Source: an optimization exercise on an open RTL-to-GDS flow (aim: small area). Production flows keep margins and buffers that such runs may drop. Only simulation tests tie the RTL to the original design; equivalence was not proved. Power figures rest on the tool's default switching activity, not on a simulated workload.

==> flow/design.v (excerpt) <==
module lldp_rx (
    input  wire        clk,
    input  wire        rst,           
    input  wire [47:0] local_mac,     
    input  wire        s_valid,
    input  wire [7:0]  s_data,
    input  wire        s_last,
    output wire        s_ready,
    output reg         r_valid,
    output reg         r_qual,
    output reg         r_ok,
    output reg  [4:0]  r_cause,
    output reg         r_tv,
    output reg  [6:0]  r_type,
    output reg  [10:0] r_off,
    output reg  [1:0]  r_stop,
    output reg         r_complete,
    output reg  [9:0]  r_count,
    output reg  [15:0] r_ttl,
    output reg  [2:0]  r_chassis_sub,
    output reg  [2:0]  r_port_sub
);
==> flow/config.mk <==
export PLATFORM = sky130hd
export DESIGN_NAME = lldp_rx
export DESIGN_NICKNAME = lldp_rx
export VERILOG_FILES = /design/flow/design.v
export SDC_FILE = /design/flow/constraint.sdc
export NUM_CORES = 4
export LEC_CHECK = 0
export ABC_AREA = 1
export CAP_MARGIN = 20
export CORE_MARGIN = 2
export CORE_UTILIZATION = 40
export SLEW_MARGIN = 20
==> flow/constraint.sdc <==
create_clock -name core_clock -period 8.0 [get_ports {clk}]
set_input_delay 1.6000 -clock core_clock [delete_from_list [all_inputs] [get_ports {clk}]]
set_output_delay 1.6000 -clock core_clock [all_outputs]
set_load 0.01 [all_outputs]
standard.sh (not shown) runs the stock make flow with config.mk's settings and CLKGATE_MAP_FILE= SYNTH_SCRIPT=/design/flow/synth_recipe.tcl, a recipe that flattens the netlist after the stock synthesis.
==> flow/flow/run.sh <==
#!/bin/bash
# Standard layout, with the smallest buffer on the ports instead of the default pick.
set -euo pipefail
export BUFFER_PORTS_ARGS="-buffer_cell sky130_fd_sc_hd__buf_1"
bash standard.sh > flow_make.log 2>&1
Change:
==> flow/flow/run.sh (replaced) <==
#!/bin/bash
# The standard layout with two changes:
#  - synthesis maps the logic with an area-oriented ABC script (flow/abc_area.script)
#    in place of ORFS's; everything else in synthesis is ORFS's own script, unchanged;
#  - the port buffers are the smallest buffer cell, buf_1.
# Each tool's full output is in orfs/logs/ (ORFS's own per-step logs) and make's in flow_make.log.
set -euo pipefail
rm -rf scripts_mod
cp -r "$FLOW_HOME/scripts" scripts_mod
cp flow/abc_area.script scripts_mod/abc_area.script
export SCRIPTS_DIR="$PWD/scripts_mod"
export BUFFER_PORTS_ARGS="-buffer_cell sky130_fd_sc_hd__buf_1"
bash standard.sh > flow_make.log 2>&1
==> flow/flow/abc_area.script (new file) <==
strash
balance -l
resub -K 6 -l
rewrite -l
resub -K 6 -N 2 -l
refactor -l
resub -K 8 -l
balance -l
resub -K 8 -N 2 -l
rewrite -l
resub -K 10 -l
rewrite -z -l
resub -K 10 -N 2 -l
balance -l
resub -K 12 -l
refactor -z -l
resub -K 12 -N 2 -l
rewrite -z -l
balance -l
dch -f
amap
strash
balance -l
resub -K 6 -l
rewrite -l
resub -K 6 -N 2 -l
refactor -l
resub -K 8 -l
balance -l
resub -K 8 -N 2 -l
rewrite -l
resub -K 10 -l
rewrite -z -l
resub -K 10 -N 2 -l
balance -l
resub -K 12 -l
refactor -z -l
resub -K 12 -N 2 -l
rewrite -z -l
balance -l
dch -f
amap
topo
Die area shrinks by 13%.
Clock power fell by about 2%.
Power fell by 5.1%.
Wire length shrinks by 10%.
Worst hold slack stays flat.
Final cell count came out lower by 16%.


== job 5944 ==
lldp_rx, a different RTL version from the one above (not shown whole).
For scale: roughly 710 cells after synthesis, roughly 86 flip-flops, roughly 5500 um^2 of cells after synthesis.
clock: 8.0 ns
lec_check: 0
abc_area: 1
cap_margin: 0
core_margin: 2
core_utilization: 40
gpl_timing_driven: 0
slew_margin: 0
==> flow/flow/run.sh <==
#!/bin/bash
# The standard layout (standard.sh) with three changes:
#  - synthesis maps the logic with an area-oriented ABC script (flow/abc_area.script)
#    in place of ORFS's; the rest of synthesis is ORFS's own script, unchanged;
#  - the port buffers are the smallest buffer cell, buf_1;
#  - clock tree synthesis uses a clkbuf_8 root, clkbuf_4 buffers, sink clusters of 12 and no dummy loads.
# Each tool's full output is in orfs/logs/ (ORFS's per-step logs); make's own output is in flow_make.log.
set -euo pipefail
rm -rf scripts_mod
cp -r "$FLOW_HOME/scripts" scripts_mod
cp flow/abc_area.script scripts_mod/abc_area.script
export SCRIPTS_DIR="$PWD/scripts_mod"
export BUFFER_PORTS_ARGS="-buffer_cell sky130_fd_sc_hd__buf_1"
export CTS_ARGS="-sink_clustering_enable -repair_clock_nets -root_buf sky130_fd_sc_hd__clkbuf_8 -buf_list sky130_fd_sc_hd__clkbuf_4 -sink_clustering_size 12 -dont_use_dummy_load"
bash standard.sh > flow_make.log 2>&1
==> flow/flow/abc_area.script <==
strash
&get -n
&deepsyn -T 60
&put
balance -l
resub -K 6 -l
rewrite -l
resub -K 6 -N 2 -l
refactor -l
resub -K 8 -l
balance -l
resub -K 8 -N 2 -l
rewrite -l
resub -K 10 -l
rewrite -z -l
resub -K 10 -N 2 -l
balance -l
resub -K 12 -l
refactor -z -l
resub -K 12 -N 2 -l
rewrite -z -l
balance -l
dch -f
amap
strash
&get -n
&deepsyn -T 60
&put
dch -f
amap
strash
&get -n
&deepsyn -T 60
&put
dch -f
amap
topo
Edits applied to the flow inputs when going from job 5944 to job 560:
- CAP_MARGIN: 0 -> 20
- CORE_UTILIZATION: 40 -> 60
- SLEW_MARGIN: 0 -> 20
### Flow results
First-pass GRT wire length for job 560 is lower than for job 5944.
Clock power, job 5944 and job 560: smaller value in job 560
Job 560 vs. job 5944: depth of the worst register-to-register path down 4; total wirelength of the detailed-routed design down about 5.3%.
Area of the multi-input gates across job 5944 and job 560: no real change.
Of job 5944 and job 560, job 5944 shows the lower worst reg-to-reg setup slack, with job 560 above it.
Clock period minus final worst setup slack on job 560 is ahead of job 5944.
> inputs changed (job 560 -> job 4413)
- CORE_UTILIZATION: 60 -> 40
Results
- Relative to job 560, the signed area change from the synthesized netlist to the final layout of job 4413 is higher by 1.5 points.
- Routed wire length: job 4413 and job 560 compared, higher one is job 4413
- | total power | job 560 vs job 4413 | ≈ equal |
- | post-layout utilization of the core | higher: job 560 |
- Between job 4413 and job 560, the data-path buffer share of cell area in the final layout does not differ in any meaningful way.
- In job 4413, the met3 demand-to-capacity share in global routing came out 3.6 points below the value in job 560.
- For job 560, the timing startpoint of the critical path was s_data[0], unlike job 4413, where it was s_data[2].
- Comparing the two runs side by side, job 4413 comes out behind job 560 on shortest period the worst path allows.
- Count of vias placed by the detailed router in job 4413 is about 2.5% lower than in job 560


RTL: one of the versions met above, not the one the previous note started from.
For scale: ~100 flip-flops, about 120 I/O pins, ~6500 sq um of cells after synthesis.
Settings: LEC_CHECK=0, ABC_AREA=1, CAP_MARGIN=20, CORE_MARGIN=2, CORE_UTILIZATION=40, CTS_BUF_LIST=sky130_fd_sc_hd__clkbuf_4 sky130_fd_sc_hd__clkbuf_8, CTS_CLUSTER_SIZE=40, SLEW_MARGIN=20; clock period 8.0 ns.
==> flow/flow/run.sh <==
#!/bin/bash
# The standard layout with two changes:
#  - synthesis maps the logic with an area-oriented ABC script (flow/abc_area.script)
#    in place of ORFS's; everything else in synthesis is ORFS's own script, unchanged;
#  - the port buffers are the smallest buffer cell, buf_1.
# Each tool's full output is in orfs/logs/ (ORFS's own per-step logs) and make's in flow_make.log.
set -euo pipefail
rm -rf scripts_mod
cp -r "$FLOW_HOME/scripts" scripts_mod
cp flow/abc_area.script scripts_mod/abc_area.script
export SCRIPTS_DIR="$PWD/scripts_mod"
export BUFFER_PORTS_ARGS="-buffer_cell sky130_fd_sc_hd__buf_1"
bash standard.sh > flow_make.log 2>&1
==> flow/flow/abc_area.script <==
strash
balance -l
resub -K 6 -l
rewrite -l
resub -K 6 -N 2 -l
refactor -l
resub -K 8 -l
balance -l
resub -K 8 -N 2 -l
rewrite -l
resub -K 10 -l
rewrite -z -l
resub -K 10 -N 2 -l
balance -l
resub -K 12 -l
refactor -z -l
resub -K 12 -N 2 -l
rewrite -z -l
balance -l
dch -f
amap
strash
balance -l
resub -K 6 -l
rewrite -l
resub -K 6 -N 2 -l
refactor -l
resub -K 8 -l
balance -l
resub -K 8 -N 2 -l
rewrite -l
resub -K 10 -l
rewrite -z -l
resub -K 10 -N 2 -l
balance -l
resub -K 12 -l
refactor -z -l
resub -K 12 -N 2 -l
rewrite -z -l
balance -l
dch -f
amap
topo
==> next run, changes <==
==> flow/run.sh (new file) <==
#!/bin/bash
# synth_recipe.tcl (not shown) runs the flow's synth.tcl, then flattens the netlist and writes it again
# the make line also repeats each setting of config.mk as NAME=value (left out here)
make -C /OpenROAD-flow-scripts/flow DESIGN_CONFIG=/design/flow/config.mk WORK_HOME=/design/flow/orfs CLKGATE_MAP_FILE= SYNTH_SCRIPT=/design/flow/synth_recipe.tcl finish
- CTS_BUF_LIST: sky130_fd_sc_hd__clkbuf_4 sky130_fd_sc_hd__clkbuf_8 -> unset
- CTS_CLUSTER_SIZE: 40 -> unset
removed: flow/flow/run.sh
removed: flow/flow/abc_area.script
removed: flow/standard.sh
Outcome:
- core utilization is higher by 2.2 points
- area after synthesis is higher by about 15%
- critical path depth is lower by 7
- cell count is higher by about 19%
- via count is higher by 13%
- total power is higher by 21%
- setup slack gets better by 2.2 ns


## P
lldp_rx, a different RTL version from the one above (not shown whole).
Size in the first run: roughly 99 flip-flops, roughly 120 I/O pins, ~5800 um2 of cells after synthesis.
clock: 8.0 ns
lec_check: 0
abc_area: 1
cap_margin: 20
core_margin: 2
core_utilization: 40
gpl_timing_driven: 0
slew_margin: 20
==> flow/flow/run.sh <==
#!/bin/bash
# The standard layout (standard.sh) with three changes:
#  - synthesis maps the logic with an area-oriented ABC script (flow/abc_area.script)
#    in place of ORFS's; the rest of synthesis is ORFS's own script, unchanged;
#  - the port buffers are the smallest buffer cell, buf_1;
#  - clock tree synthesis uses a clkbuf_16 root, clkbuf_8 buffers and no dummy loads.
# Each tool's full output is in orfs/logs/ (ORFS's per-step logs); make's own output is in flow_make.log.
set -euo pipefail
rm -rf scripts_mod
cp -r "$FLOW_HOME/scripts" scripts_mod
cp flow/abc_area.script scripts_mod/abc_area.script
export SCRIPTS_DIR="$PWD/scripts_mod"
export BUFFER_PORTS_ARGS="-buffer_cell sky130_fd_sc_hd__buf_1"
export CTS_ARGS="-sink_clustering_enable -repair_clock_nets -root_buf sky130_fd_sc_hd__clkbuf_16 -buf_list sky130_fd_sc_hd__clkbuf_8 -dont_use_dummy_load"
bash standard.sh > flow_make.log 2>&1
==> flow/flow/abc_area.script <==
strash
&get -n
&deepsyn -T 60
&put
balance -l
resub -K 6 -l
rewrite -l
resub -K 6 -N 2 -l
refactor -l
resub -K 8 -l
balance -l
resub -K 8 -N 2 -l
rewrite -l
resub -K 10 -l
rewrite -z -l
resub -K 10 -N 2 -l
balance -l
resub -K 12 -l
refactor -z -l
resub -K 12 -N 2 -l
rewrite -z -l
balance -l
dch -f
amap
strash
&get -n
&deepsyn -T 60
&put
dch -f
amap
topo

P | stages: all done | timing, DRC, antenna: all pass
Input changes introduced in Q (baseline for comparison: P):
diff --git a/flow/flow/run.sh b/flow/flow/run.sh
--- a/flow/flow/run.sh
+++ b/flow/flow/run.sh
@@ -6 +6 @@
-#  - clock tree synthesis uses a clkbuf_16 root, clkbuf_8 buffers and no dummy loads.
+#  - clock tree synthesis uses a clkbuf_8 root, clkbuf_4 buffers, sink clusters of 12 and no dummy loads.
@@ -14 +14 @@
-export CTS_ARGS="-sink_clustering_enable -repair_clock_nets -root_buf sky130_fd_sc_hd__clkbuf_16 -buf_list sky130_fd_sc_hd__clkbuf_8 -dont_use_dummy_load"
+export CTS_ARGS="-sink_clustering_enable -repair_clock_nets -root_buf sky130_fd_sc_hd__clkbuf_8 -buf_list sky130_fd_sc_hd__clkbuf_4 -sink_clustering_size 12 -dont_use_dummy_load"
[summary]
- Changes observed in Q relative to P: hold path depth roughly the same; setup skew after layout shows an increase of 0.014 ns; wire length of the first global-routing pass down 0.41%; total power went down about 10%.

==> static timing again, ports no longer ideal <==
The results above use ideal ports. As a check the final layouts listed here were re-extracted and re-timed, cells and wires unchanged. Step 1 assumes that a clkbuf_16 drives the clock port and a buf_2 every other input. Step 2 adds t to the input delays and takes it off the output delays; t is the mean of the earliest and latest rising clock arrival at the registers after step 1. Input paths then give back, and output paths get back, about the clock's delay inside the block. Three values: no drivers, after step 1, after step 2; two values: the first two.
| run | t, ns | slack for setup (ns) | hold slack, ns | clock arrival spread, ns |
|---|---|---|---|---|
| the first run of note 1 | 0.399 | 3.214 / 3.231 / 2.832 | 0.488 / 0.488 / 0.488 | 0.014 / 0.014 |
| the second run of note 1 | 0.393 | 0.782 / 0.802 / 0.410 | 0.488 / 0.488 / 0.488 | 0.008 / 0.007 |
| job 5944 | 0.413 | 1.069 / 1.070 / 0.657 | 0.463 / 0.463 / 0.463 | 0.031 / 0.031 |
| job 560 | 0.387 | 1.227 / 1.234 / 0.847 | 0.466 / 0.466 / 0.466 | 0.019 / 0.018 |
| job 4413 | 0.398 | 0.965 / 0.974 / 0.575 | 0.459 / 0.459 / 0.459 | 0.022 / 0.021 |
| the first run of note 3 | 0.418 | 0.801 / 0.818 / 0.400 | 0.492 / 0.492 / 0.492 | 0.012 / 0.012 |
| the second run of note 3 | 0.408 | 2.973 / 2.982 / 2.574 | 0.485 / 0.485 / 0.485 | 0.014 / 0.014 |
| P | 0.389 | 1.073 / 1.097 / 0.708 | 0.463 / 0.463 / 0.463 | 0.020 / 0.020 |
| Q | 0.413 | 1.026 / 1.042 / 0.629 | 0.468 / 0.468 / 0.468 | 0.035 / 0.034 |
After both steps every run listed still meets setup and hold. For job 5944, which loses most, drivers alone change the setup slack by +0.001 ns; drivers and shift together by -0.412 ns.
